From an optimization exercise on the open Yosys and OpenROAD flow, aimed at small area, a short achievable clock period and few clock cycles per item; shortcuts taken in it are not production practice.
The RTL was checked by simulation tests, not by an equivalence proof against the original design.
No activity file was given, so power comes from the tool's default toggle rates.

==> flow/design.v <==
module fp64_add (
    input  wire [63:0] a,
    input  wire [63:0] b,
    output reg  [63:0] y
);
    localparam [63:0] QNAN = 64'h7FF8000000000000;
    wire        sa = a[63];
    wire        sb = b[63];
    wire [10:0] ea = a[62:52];
    wire [10:0] eb = b[62:52];
    wire [51:0] fa = a[51:0];
    wire [51:0] fb = b[51:0];
    wire a_nan = (ea == 11'h7FF) && (fa != 0);
    wire b_nan = (eb == 11'h7FF) && (fb != 0);
    wire a_inf = (ea == 11'h7FF) && (fa == 0);
    wire b_inf = (eb == 11'h7FF) && (fb == 0);
    wire        swap = (b[62:0] > a[62:0]);
    wire        sx   = swap ? sb : sa;
    wire        sz   = swap ? sa : sb;
    wire [10:0] ex_r = swap ? eb : ea;
    wire [10:0] ez_r = swap ? ea : eb;
    wire [51:0] fx   = swap ? fb : fa;
    wire [51:0] fz   = swap ? fa : fb;
    wire [10:0] ex = (ex_r == 0) ? 11'd1 : ex_r;
    wire [10:0] ez = (ez_r == 0) ? 11'd1 : ez_r;
    wire [52:0] mx = {ex_r != 0, fx};
    wire [52:0] mz = {ez_r != 0, fz};
    wire [10:0]  d     = ex - ez;
    wire [5:0]   sh    = (d > 11'd63) ? 6'd63 : d[5:0];
    wire [119:0] wide  = {mz, 3'b000, 64'd0} >> sh;
    wire [55:0]  xa    = {mx, 3'b000};
    wire [55:0]  za    = {wide[119:65], wide[64] | (|wide[63:0])};
    wire         sub   = sx ^ sz;
    wire [56:0]  sum   = sub ? ({1'b0, xa} - {1'b0, za}) : ({1'b0, xa} + {1'b0, za});
    reg  [55:0] m;
    reg  [11:0] e;
    reg  [5:0]  lz;
    reg  [55:0] mn;
    reg  [11:0] en;
    reg  [10:0] be;
    reg         rnd;
    reg  [62:0] mag;
    integer     i;
    always @* begin
        if (sum[56]) begin
            m = {sum[56:2], sum[1] | sum[0]};
            e = {1'b0, ex} + 12'd1;
        end else begin
            m = sum[55:0];
            e = {1'b0, ex};
        end
        lz = 6'd56;
        for (i = 0; i < 56; i = i + 1)
            if (m[i]) lz = 6'd55 - i[5:0];
        if ({6'd0, lz} < e) begin
            mn = m << lz;
            en = e - {6'd0, lz};
        end else begin
            mn = m << (e[5:0] - 6'd1);
            en = 12'd1;
        end
        be = mn[55] ? en[10:0] : 11'd0;
        rnd = mn[2] & (mn[1] | mn[0] | mn[3]);
        mag = {be, mn[54:3]} + {62'd0, rnd};
        if (a_nan || b_nan || (a_inf && b_inf && (sa != sb)))
            y = QNAN;
        else if (a_inf)
            y = a;
        else if (b_inf)
            y = b;
        else if (m == 0)
            y = {sa & sb, 63'd0};
        else if (en >= 12'd2047)
            y = {sx, 11'h7FF, 52'd0};
        else
            y = {sx, mag};
    end
endmodule
module phase_accumulator (
    input  wire        clk,
    input  wire        rst,
    input  wire        cmd_valid,
    output wire        cmd_ready,
    input  wire [1:0]  cmd_op,
    input  wire [2:0]  cmd_k,
    input  wire [63:0] cmd_data,
    output reg         rsp_valid,
    output reg  [63:0] rsp_data
);
    localparam [63:0] TWO_PI     = 64'h401921FB54442D18;
    localparam [63:0] NEG_TWO_PI = 64'hC01921FB54442D18;
    localparam [1:0] OP_CLR = 2'd0, OP_ADV = 2'd1, OP_VAL = 2'd2;
    localparam [1:0] S_IDLE = 2'd0, S_EXEC = 2'd1, S_WRAP = 2'd2;
    reg [1:0]  state;
    reg [1:0]  op_r;
    reg [2:0]  k_r;
    reg [63:0] inc_r;
    reg [63:0] sum_r;
    reg [63:0] ph [0:4];
    wire       k_ok = (k_r <= 3'd4);
    reg [63:0] ph_k;
    always @* begin
        case (k_r)
            3'd0:    ph_k = ph[0];
            3'd1:    ph_k = ph[1];
            3'd2:    ph_k = ph[2];
            3'd3:    ph_k = ph[3];
            3'd4:    ph_k = ph[4];
            default: ph_k = 64'd0;
        endcase
    end
    wire [63:0] add_a = (state == S_WRAP) ? sum_r : ph_k;
    wire [63:0] add_b = (state == S_WRAP) ? NEG_TWO_PI : inc_r;
    wire [63:0] add_y;
    fp64_add u_add (.a(add_a), .b(add_b), .y(add_y));
    wire wrap = !sum_r[63] && (sum_r[62:0] >= TWO_PI[62:0]) &&
                !((sum_r[62:52] == 11'h7FF) && (sum_r[51:0] != 0));
    wire [63:0] new_ph = wrap ? add_y : sum_r;
    assign cmd_ready = (state == S_IDLE);
    integer j;
    always @(posedge clk) begin
        if (rst) begin
            state     <= S_IDLE;
            rsp_valid <= 1'b0;
            rsp_data  <= 64'd0;
            for (j = 0; j < 5; j = j + 1)
                ph[j] <= 64'd0;
        end else begin
            rsp_valid <= 1'b0;
            case (state)
                S_IDLE: begin
                    if (cmd_valid) begin
                        op_r  <= cmd_op;
                        k_r   <= cmd_k;
                        inc_r <= cmd_data;
                        state <= S_EXEC;
                    end
                end
                S_EXEC: begin
                    if (op_r == OP_ADV && k_ok) begin
                        sum_r <= add_y;
                        state <= S_WRAP;
                    end else begin
                        rsp_valid <= 1'b1;
                        rsp_data  <= (op_r == OP_VAL) ? ph_k : 64'd0;
                        if (op_r == OP_CLR)
                            for (j = 0; j < 5; j = j + 1)
                                ph[j] <= 64'd0;
                        state <= S_IDLE;
                    end
                end
                default: begin
                    for (j = 0; j < 5; j = j + 1)
                        if (k_r == j[2:0])
                            ph[j] <= new_ph;
                    rsp_valid <= 1'b1;
                    rsp_data  <= new_ph;
                    state     <= S_IDLE;
                end
            endcase
        end
    end
endmodule
==> flow/run.sh <==
#!/bin/bash
# synth_recipe.tcl (not shown) runs the flow's synth.tcl, then flattens the netlist and writes it again
# the make line also repeats each setting of config.mk as NAME=value (left out here)
make -C /OpenROAD-flow-scripts/flow DESIGN_CONFIG=/design/flow/config.mk WORK_HOME=/design/flow/orfs CLKGATE_MAP_FILE= SYNTH_SCRIPT=/design/flow/synth_recipe.tcl finish
==> flow/config.mk <==
export PLATFORM = sky130hd
export DESIGN_NAME = phase_accumulator
export DESIGN_NICKNAME = phase_accumulator
export VERILOG_FILES = /design/flow/design.v
export SDC_FILE = /design/flow/constraint.sdc
export NUM_CORES = 4
export LEC_CHECK = 0
export CAP_MARGIN = 20
export CORE_MARGIN = 2
export CORE_UTILIZATION = 40
export SLEW_MARGIN = 20
==> flow/constraint.sdc <==
create_clock -name core_clock -period 25.0 [get_ports {clk}]
set_input_delay 5.0000 -clock core_clock [delete_from_list [all_inputs] [get_ports {clk}]]
set_output_delay 5.0000 -clock core_clock [all_outputs]
set_load 0.01 [all_outputs]
==> results.txt <==
[worst paths after layout]
path | start | to | slack [ps] | cells past startpoint
setup / recovery | k_r[0] | ph[0][8] | 850 | 89
hold / removal | ph[0][1] | ph[0][1] | 450 | 2
setup reg to reg | k_r[0] | ph[0][8] | 850 | 89
hold reg to reg | ph[0][1] | ph[0][1] | 450 | 2
[cell usage after synthesis (74+ instances only)]
cell        n  share of area, %
edfxtp_1  133               7.5
buf_2     112               1.0
nor2_1    945               6.6
nand3_1   189               1.8
clkbuf_1  279               2.0
mux2_2     81               1.7
a21o_1     87               1.2
inv_1     199               1.4
o22ai_1    95               1.1
nor4_1     82              0.96
xnor2_1    78               1.3
nand2_1   936               6.6
nand4_1    96               1.1
o21ai_0   402               3.8
ha_1      190               4.4
a22oi_1   118               1.7
a21oi_1   804               7.5
mux2i_1   147               2.8
a32oi_1    74               1.2
a31oi_1    77              0.90
nor3_1    202               1.9
o211ai_1   80               1.1
a211oi_1  116               1.6
and2_1    103               1.2
dfxtp_1   387                14
[metal layers]
layer / share of wire, % / wire (um) / global-route usage (%) / vias up
met3: 11 / 33870 / 9.556 / 873
met5: 0.044 / 137 / 0 / -
met2: 41 / 129400 / 64.58 / 4289
met4: 7.0 / 21740 / 24.89 / 20
li1: - / - / - / 28630
met1: 41 / 127100 / 57.90 / 31490
[final cells by class]
cell class	instances	share of cell area, %
multi-input combinational	6169	60.21
antenna	3	0.01190
sequential	520	18.61
clock buffer	76	2.639
inverter	203	1.211
timing repair buffer	1022	13.25
tap	1768	3.505
clock inverter	32	0.5611
[worst register-to-register path, delay by kind of cell, from the launching register on]
family | cells | cell delay (ps)
multiplexers | 4 | 1240
buffers and inverters | 18 | 3670
AND/OR/NAND/NOR | 27 | 7640
adder cells (fa/ha/maj) | 6 | 2120
AO/OA/AOI/OAI | 34 | 8790
flip-flops | 1 | 540
[repair_timing]
item / 4_1_cts / 5_1_grt
endpoints found under the setup margin: 0 / 392
setup buffers: 0 / 22
resized for setup: 0 / 23
[state kept, by name (all words and copies together), names as in the netlist]
name	flops
inc_r	64
k_r	3
op_r	2
ph	320
rsp_data	64
rsp_valid	1
state	2
sum_r	64
[where the power goes]
part | switching [mW] | internal (mW)
clock | 0.398 | 0.517
sequential | 0.0145 | 0.895
combinational | 1.31 | 0.728
[cells by family after synthesis]
logic type / count (synthesis)
adder cells (fa/ha/maj): 193
flip-flops: 520
buffers and inverters: 797
multiplexers: 252
AO/OA/AOI/OAI: 2598
AND/OR/NAND/NOR: 3012
XOR/XNOR: 110
[metrics by stage]
stage / instances / setup TNS (ps) / total power, mW / worst slack, ps / cell area [sq um]
final: 9793 / 0 / 3.866 / 851.1 / 63110
after global routing: 9791 / -388.1 / 3.966 / -99.40 / 63100
after CTS: 9763 / 0 / 3.782 / 676.1 / 62780
after detailed placement: 9655 / 0 / 2.869 / 775.7 / 60760
after global placement: 9655 / 0 / 2.877 / 1012 / 60760
after floorplan: 7482 / 0 / 1.914 / 3905 / 53470
==> reports/results.ini <==
[synth]
avgSynthCellArea_sq_um=7.147
syn_inst=7482
synthAdderAreaFrac_pct=4.558
ys_seq_area_share_pct=21.96
synth-seq-cells=520
yosysWarnings=3
syn-num-nets=7747
synthMuxAreaShare_pct=5.022
ys_types=152
synthXorXnorAreaFrac_pct=1.816
synthFlopType=dfxtp_1
synth_area_sq_um=53470
synth-compound-area-share_pct=32.43
synthArstFlopShare_pct=0
synth_edf_count=133
synthSimpleGateAreaFrac_pct=26.52
synth_top_family_by_area=compound AO/OA/AOI/OAI gates

[final_layout]
num-fill-cells=13680
final_common_cell=nor2_1
drive_gt1_share_pct=16.60
final_cell_mix=937 x nor2_1, 934 x nand2_1, 856 x buf_4
utilization_pct=47.40
multiInputGateArea_sq_um=38000
nets=8238
area_growth_pct=18.02
seq_area_sq_um=11740

[worst_setup_path]
cp_common_cell=buf_4
path_buf_inv=18
cp_data_required_time_ps=25550
critPathTopFamily=compound AO/OA/AOI/OAI gates
worstSetupEndpointType=register
cp_slowest_cell=nor4_2
start_kind=register
critPathMaxStageDelay_ps=930
crit_type=reg -> reg
cp.arrival_ps=24700
critPathMaxFanout=23

[clock_network]
root_buffer=clkbuf_16
tritoncts=yes
clk_pin_slew_ps=70
cts_buffers=57
ctsHoldBuffers=0
clock_latency_ps=700
cts.sinks=520
htreeDepth=2
cts.path.max_buffers=3

[sta]
fin_crit_ps=24150
finalHoldViolations=0
fmax_mhz=41.41
slew_headroom_pct=12.25
drv_slew=0
finalSetupViolations=0
period_share_pct=96.60
worst_slew_pin_slew_ps=1312
hold_ws_ps=449.7
skew_ps=82.79

[global_routing]
antenna_found_initial=16
grt_pass1_wl_um=439700
grt_pass1_vias=59960
grt.overflow.total=0
grt_max_degree=193
grtUsageTotal_pct=43.52

[route]
routed_wirelength_um=312200
dr.pass1.iters=9
routed_via_density=6.669
route.antenna.remaining_nets=0
wire_per_inst_um=31.88
drt_iter0_drc=9886
drc=0
num_vias=65310

[floorplan]
initial_utilization_pct=40.17
pin_count=138
core_sq_um=133100
fp.dieW_um=369.6
fp.dieH_um=369.6
die_area_sq_um=136600
num_rows=134

[placement]
dp_hpwl_um=239600
place_congestion=1.056
io_buffers=137

[outcome]
outcome=finished clean

[power]
power.leakage_nw=24.57
irDropWorstVdd_mv=0.06883
pwr_density_cell_nw_per_um2=61.26

[job]
cap_violations=0

[hold_path]
hold_class=reg -> reg

Testbench counts, summed over its fixed seeds: cycles 65,866, items 24,000.

[separate check: timing with driven ports]
Ports are ideal in the flow. The routed layout listed here was re-timed in OpenROAD.
Step 1: set_driving_cell puts a clkbuf_16 on clk and a buf_2 on each other input, an assumption about the parent block.
Step 2 also shifts input and output timing later by t, the mid clock arrival at the registers, as if the neighbouring blocks saw the same clock.
Slacks: no drivers / after step 1 / after step 2; pairs: no drivers / after step 1.
t, ns: 0.737
setup WS [ns]: 0.851 / 0.851 / 0.851
hold WS [ns]: 0.450 / 0.450 / 0.450
slew at the worst register clock pin (ns): 0.08 / 0.08
After both steps setup and hold are still met in this run. For this run, drivers alone change the setup slack by 0.000 ns; drivers and shift together by 0.000 ns.
